Context: an optimization exercise on an open-source flow, tuned for small area, a short achievable clock period and few clock cycles per item. The choices shown serve that exercise and are no tape-out recipe.
Where RTL was checked, it was by simulation tests only, not by an equivalence proof against the original.
No activity file was given, so power comes from the tool's default toggle rates.

==> inputs of 02-26 <==
==> flow/design.v <==
module qrc_fxp (
    input  wire        clk,
    input  wire        rst,
    input  wire        in_valid,
    output wire        in_ready,
    input  wire [2:0]  in_op,
    input  wire [7:0]  in_fb,
    input  wire [15:0] in_raw,
    input  wire [63:0] in_val,
    input  wire [31:0] in_meas,
    input  wire [4:0]  in_capdac,
    output reg         out_valid,
    input  wire        out_ready,
    output wire [1:0]  out_status,
    output wire [15:0] out_rdata,
    output wire [63:0] out_rval
);
    wire op_dec_s = (in_op == 3'd0);
    wire op_dec_u = (in_op == 3'd2);
    wire op_meas  = (in_op == 3'd4);
    wire op_enc   = (in_op == 3'd1) || (in_op == 3'd3);
    wire op_rsv   = in_op[2] && (in_op[1:0] != 2'd0);
    wire [10:0] meas_hi = {{3{in_meas[31]}}, in_meas[31:24]}
                        + {1'b0, in_capdac, 4'd0} + {2'b0, in_capdac, 3'd0}
                        + {6'd0, in_capdac};
    reg [26:0] dw;
    always @* begin
        dw = 27'd0;
        if (op_meas)  dw = {meas_hi, in_meas[23:8]};
        if (op_dec_s) dw = {{11{in_raw[15]}}, in_raw};
        if (op_dec_u) dw = {11'd0, in_raw};
    end
    wire        dw_sign = dw[26];
    wire [25:0] dw_mag  = dw_sign ? -dw[25:0] : dw[25:0];
    wire [7:0]  dw_scale = op_meas ? 8'd19 : in_fb;
    wire [10:0] ev_exp = in_val[62:52];
    wire [12:0] ev_t   = 13'd1090 - {2'd0, ev_exp} - {5'd0, in_fb};
    wire        ev_ok  = op_enc && (ev_exp != 11'd0) && (ev_exp != 11'h7FF)
                       && (ev_t <= 13'd67);
    wire [67:0] ev_x   = {1'b1, in_val[51:0], 15'd0};
    reg  [30:0] ev_win;
    always @* begin
        case (ev_t[6:4])
            3'd0:    ev_win = ev_x[30:0];
            3'd1:    ev_win = ev_x[46:16];
            3'd2:    ev_win = ev_x[62:32];
            3'd3:    ev_win = {12'd0, ev_x[67:48]};
            default: ev_win = {27'd0, ev_x[67:64]};
        endcase
    end
    reg        r_rsv;
    reg        d_sign;
    reg [25:0] d_mag;
    reg [7:0]  d_scale;
    reg        e_sign;
    reg [3:0]  e_t;
    reg [30:0] e_win;
    assign in_ready = out_ready;
    always @(posedge clk) begin
        if (rst)
            out_valid <= 1'b0;
        else if (out_ready)
            out_valid <= in_valid;
    end
    always @(posedge clk) begin
        if (out_ready) begin
            r_rsv   <= op_rsv;
            d_sign  <= dw_sign;
            d_mag   <= dw_mag;
            d_scale <= dw_scale;
            e_sign  <= in_val[63] && ev_ok;
            e_t     <= ev_t[3:0];
            e_win   <= ev_ok ? ev_win : 31'd0;
        end
    end
    reg [4:0] lead;
    integer i;
    always @* begin
        lead = 5'd0;
        for (i = 0; i < 26; i = i + 1)
            if (d_mag[i]) lead = i[4:0];
    end
    wire        d_nz   = |d_mag;
    wire [25:0] d_norm = d_mag << (5'd25 - lead);
    wire [10:0] d_exp  = 11'd1023 + {6'd0, lead} - {3'd0, d_scale};
    assign out_rval = {d_sign, d_nz ? d_exp : 11'd0, d_norm[24:0], 27'd0};
    wire [30:0] e_sh = e_win >> e_t;
    assign out_rdata  = e_sign ? -e_sh[15:0] : e_sh[15:0];
    assign out_status = {r_rsv, 1'b0};
endmodule
==> flow/run.sh <==
#!/bin/bash
# synth_recipe.tcl (not shown) runs the flow's synth.tcl, then flattens the netlist and writes it again
# the make line also repeats each setting of config.mk as NAME=value (left out here)
make -C /OpenROAD-flow-scripts/flow DESIGN_CONFIG=/design/flow/config.mk WORK_HOME=/design/flow/orfs CLKGATE_MAP_FILE= SYNTH_SCRIPT=/design/flow/synth_recipe.tcl finish
==> flow/config.mk <==
export PLATFORM = sky130hd
export DESIGN_NAME = qrc_fxp
export DESIGN_NICKNAME = qrc_fxp
export VERILOG_FILES = /design/flow/design.v
export SDC_FILE = /design/flow/constraint.sdc
export NUM_CORES = 4
export LEC_CHECK = 0
export ABC_AREA = 1
export CAP_MARGIN = 20
export CORE_MARGIN = 2
export CORE_UTILIZATION = 40
export SETUP_SLACK_MARGIN = 4.5
export SLEW_MARGIN = 20
==> flow/constraint.sdc <==
create_clock -name core_clock -period 9.0 [get_ports {clk}]
set_input_delay 1.8000 -clock core_clock [delete_from_list [all_inputs] [get_ports {clk}]]
set_output_delay 1.8000 -clock core_clock [all_outputs]
set_load 0.01 [all_outputs]
==> 02-25: changes against 02-26 <==
==> flow/design.v (replaced) <==
module qrc_fxp (
    input  wire        clk,
    input  wire        rst,
    input  wire        in_valid,
    output wire        in_ready,
    input  wire [2:0]  in_op,
    input  wire [7:0]  in_fb,
    input  wire [15:0] in_raw,
    input  wire [63:0] in_val,
    input  wire [31:0] in_meas,
    input  wire [4:0]  in_capdac,
    output reg         out_valid,
    input  wire        out_ready,
    output wire [1:0]  out_status,
    output wire [15:0] out_rdata,
    output wire [63:0] out_rval
);
    wire op_dec_s = (in_op == 3'd0);
    wire op_dec_u = (in_op == 3'd2);
    wire op_meas  = (in_op == 3'd4);
    wire op_dec   = op_dec_s || op_dec_u || op_meas;
    wire op_enc   = (in_op == 3'd1) || (in_op == 3'd3);
    reg [9:0] cap25;
    always @* begin
        case (in_capdac)
            5'd0:  cap25 = 10'd0;    5'd1:  cap25 = 10'd25;
            5'd2:  cap25 = 10'd50;   5'd3:  cap25 = 10'd75;
            5'd4:  cap25 = 10'd100;  5'd5:  cap25 = 10'd125;
            5'd6:  cap25 = 10'd150;  5'd7:  cap25 = 10'd175;
            5'd8:  cap25 = 10'd200;  5'd9:  cap25 = 10'd225;
            5'd10: cap25 = 10'd250;  5'd11: cap25 = 10'd275;
            5'd12: cap25 = 10'd300;  5'd13: cap25 = 10'd325;
            5'd14: cap25 = 10'd350;  5'd15: cap25 = 10'd375;
            5'd16: cap25 = 10'd400;  5'd17: cap25 = 10'd425;
            5'd18: cap25 = 10'd450;  5'd19: cap25 = 10'd475;
            5'd20: cap25 = 10'd500;  5'd21: cap25 = 10'd525;
            5'd22: cap25 = 10'd550;  5'd23: cap25 = 10'd575;
            5'd24: cap25 = 10'd600;  5'd25: cap25 = 10'd625;
            5'd26: cap25 = 10'd650;  5'd27: cap25 = 10'd675;
            5'd28: cap25 = 10'd700;  5'd29: cap25 = 10'd725;
            5'd30: cap25 = 10'd750;  default: cap25 = 10'd775;
        endcase
    end
    wire [10:0] meas_hi = {{3{in_meas[31]}}, in_meas[31:24]} + {1'b0, cap25};
    reg [26:0] dw;
    always @* begin
        dw = {meas_hi, in_meas[23:8]};
        if (op_dec_s) dw = {{11{in_raw[15]}}, in_raw};
        if (op_dec_u) dw = {11'd0, in_raw};
    end
    wire [7:0] dw_scale = op_meas ? 8'd19 : in_fb;
    wire [11:0] ev_s  = {1'b0, in_val[62:52]} + {4'd0, in_fb} + 12'd1;
    wire [6:0]  ev_k  = ev_s[6:0];
    wire        ev_ok = (in_val[62:52] != 11'd0) && (in_val[62:52] != 11'h7FF)
                      && (ev_s[11:7] == 5'b01000) && (ev_k <= 7'd67);
    wire [94:0] ev_f  = {15'd0, 1'b1, in_val[51:0], 27'd0};
    reg  [30:0] ev_win;
    always @* begin
        case (ev_k[6:4])
            3'd0:    ev_win = ev_f[94:64];
            3'd1:    ev_win = ev_f[78:48];
            3'd2:    ev_win = ev_f[62:32];
            3'd3:    ev_win = ev_f[46:16];
            3'd4:    ev_win = ev_f[30:0];
            default: ev_win = 31'd0;
        endcase
    end
    reg  v1;
    wire en2 = !out_valid || out_ready;
    wire en1 = !v1 || en2;
    assign in_ready = out_ready;
    always @(posedge clk) begin
        if (rst) begin
            v1        <= 1'b0;
            out_valid <= 1'b0;
        end else begin
            if (en1) v1 <= in_valid && out_ready;
            if (en2) out_valid <= v1;
        end
    end
    reg        s_dec, s_enc;
    reg [30:0] s_data;    
    reg [7:0]  s_aux;     
    always @(posedge clk) begin
        if (en1) begin
            s_dec  <= op_dec;
            s_enc  <= op_enc;
            s_data <= op_enc ? ev_win : {4'd0, dw};
            s_aux  <= op_enc ? {2'd0, ev_ok, in_val[63], ev_k[3:0]} : dw_scale;
        end
    end
    wire        d_sign = s_data[26];
    wire [25:0] d_mag  = d_sign ? -s_data[25:0] : s_data[25:0];
    reg [4:0] lead;
    integer i;
    always @* begin
        lead = 5'd0;
        for (i = 0; i < 26; i = i + 1)
            if (d_mag[i]) lead = i[4:0];
    end
    wire        d_nz   = |s_data[26:0];
    wire [25:0] d_norm = d_mag << (5'd25 - lead);
    wire [10:0] d_exp  = {3'b011, ~s_aux} + {6'd0, lead};
    wire [30:0] e_sh = s_data << s_aux[3:0];
    wire [15:0] e_q  = s_aux[4] ? -e_sh[30:15] : e_sh[30:15];
    reg        o_rsv, o_dec, o_enc;
    reg        o_sign;
    reg [10:0] o_exp;
    reg [8:0]  o_mhi;
    reg [15:0] o_low;     
    always @(posedge clk) begin
        if (en2) begin
            o_rsv  <= !s_dec && !s_enc;
            o_dec  <= s_dec;
            o_enc  <= s_enc && s_aux[5];
            o_sign <= s_dec && d_sign;
            o_exp  <= (s_dec && d_nz) ? d_exp : 11'd0;
            o_mhi  <= s_dec ? d_norm[24:16] : 9'd0;
            o_low  <= s_dec ? d_norm[15:0] : e_q;
        end
    end
    assign out_rval   = {o_sign, o_exp, o_mhi, o_dec ? o_low : 16'd0, 27'd0};
    assign out_rdata  = o_enc ? o_low : 16'd0;
    assign out_status = {o_rsv, 1'b0};
endmodule
==> flow/flow/run.sh (new file) <==
#!/bin/bash
# Standard layout, with plain buf_1 cells as the port buffers (ORFS picks a
# delay cell by default). Every ORFS step still writes its own log under
# orfs/logs; make's own output goes to flow_make.log.
set -euo pipefail
export BUFFER_PORTS_ARGS="-buffer_cell sky130_fd_sc_hd__buf_1"
bash standard.sh finish > flow_make.log 2>&1
==> flow/standard.sh (new file) <==
#!/bin/bash
# synth_recipe.tcl (not shown) runs the flow's synth.tcl, then flattens the netlist and writes it again
# the make line also repeats each setting of config.mk as NAME=value (left out here)
make -C /OpenROAD-flow-scripts/flow DESIGN_CONFIG=/design/flow/config.mk WORK_HOME=/design/flow/orfs CLKGATE_MAP_FILE= SYNTH_SCRIPT=/design/flow/synth_recipe.tcl "${@:-finish}"
--- a/flow/config.mk
+++ b/flow/config.mk
@@ -10,4 +10,5 @@
 export CORE_MARGIN = 2
 export CORE_UTILIZATION = 40
-export SETUP_SLACK_MARGIN = 4.5
+export SETUP_SLACK_MARGIN = 5
 export SLEW_MARGIN = 20
+export TNS_END_PERCENT = 0
removed: flow/run.sh
==> 10-16: changes against 02-26 <==
--- a/flow/config.mk
+++ b/flow/config.mk
@@ -6,8 +6,8 @@
 export NUM_CORES = 4
 export LEC_CHECK = 0
-export ABC_AREA = 1
+export ABC_CLOCK_PERIOD_IN_PS = 4000
 export CAP_MARGIN = 20
 export CORE_MARGIN = 2
 export CORE_UTILIZATION = 40
-export SETUP_SLACK_MARGIN = 4.5
+export SETUP_SLACK_MARGIN = 5
 export SLEW_MARGIN = 20
==> qor summary <==
| item | 02-26 | 02-25 | 10-16 |
|---|---|---|---|
| Clock Power | 0.324 mW | 0.386 mW | 0.351 mW |
| Yosys reg bits | 73 | 83 | 73 |
| Met2 Wirelength | 13700 um | 14300 um | 14700 um |
| First-pass GRT wire length | 45000 um | 47300 um | 46500 um |
| PwrDens | 167 mW/mm^2 | 241 mW/mm^2 | 187 mW/mm^2 |
| Critical path's most frequent cell | sky130_fd_sc_hd__nand2_1 | sky130_fd_sc_hd__inv_2 | sky130_fd_sc_hd__a21oi_2 |
| R2R Path End | out_valid | o_exp[9] | out_valid |
| Floorplan row count | 53 | 55 | 54 |
| Share of synthesized area spent on multiplexers | 0.00232 | 0.00433 | 0.171 |
| Run status | no timing/DRC/antenna violations | no timing/DRC/antenna violations | no timing/DRC/antenna violations |
| VDD IR max | 99.2 uV | 105 uV | 90.0 uV |
| Initial antenna violation count | 0 | 0 | 2 |
| Library cell with the highest instance count after synthesis | sky130_fd_sc_hd__nand2_1 | sky130_fd_sc_hd__nand2_1 | sky130_fd_sc_hd__nor2_1 |
| Total design power | 2.20 mW | 2.80 mW | 2.74 mW |
| Launch point of the critical path | d_mag[3] | s_data[1] | d_mag[25] |
| Design Area, Final | 0.0132 sq mm | 0.0116 sq mm | 0.0146 sq mm |
| Detailed route wirelength on metal3 | 1830 um | 1800 um | 1560 um |
| Maximum clock frequency | 183 MHz | 238 MHz | 191 MHz |
| Area used by multi-input combinational logic | 0.00678 sq mm | 0.00616 sq mm | 0.00811 sq mm |
Testbench counts of 02-25, summed over its fixed seeds: cycles 12,016, items 12,000.
Only the layout flow was run in 02-26 and 10-16; the RTL was not checked for function there.

-- what the ideal ports hide --
No port has a modelled driver above. Below, the same layouts with a new extraction and two added sets of constraints.
Step 1 (the two cells are an assumption about what drives the block):
set clk [get_ports {clk}]
set_driving_cell -lib_cell sky130_fd_sc_hd__clkbuf_16 $clk
set_driving_cell -lib_cell sky130_fd_sc_hd__buf_2 [delete_from_list [all_inputs] $clk]
Step 2 also shifts input and output timing later by t, the mid clock arrival at the registers, as if the neighbouring blocks saw the same clock.
a / b / c = ideal ports / drivers / drivers and shift; a / b = the first two.
| run | t (ns) | setup WS [ns] | hold WS [ns] |
|---|---|---|---|
| 02-26 | 0.377 | 3.526 / 3.482 / 3.466 | 0.494 / 0.494 / 0.494 |
| 02-25 | 0.398 | 4.794 / 4.794 / 4.524 | 0.462 / 0.462 / 0.462 |
| 10-16 | 0.372 | 3.778 / 3.736 / 3.858 | 0.518 / 0.518 / 0.518 |
After both steps setup and hold are still met in every run listed. For 02-25, which loses most, drivers alone change the setup slack by 0.000 ns; drivers and shift together by -0.270 ns.
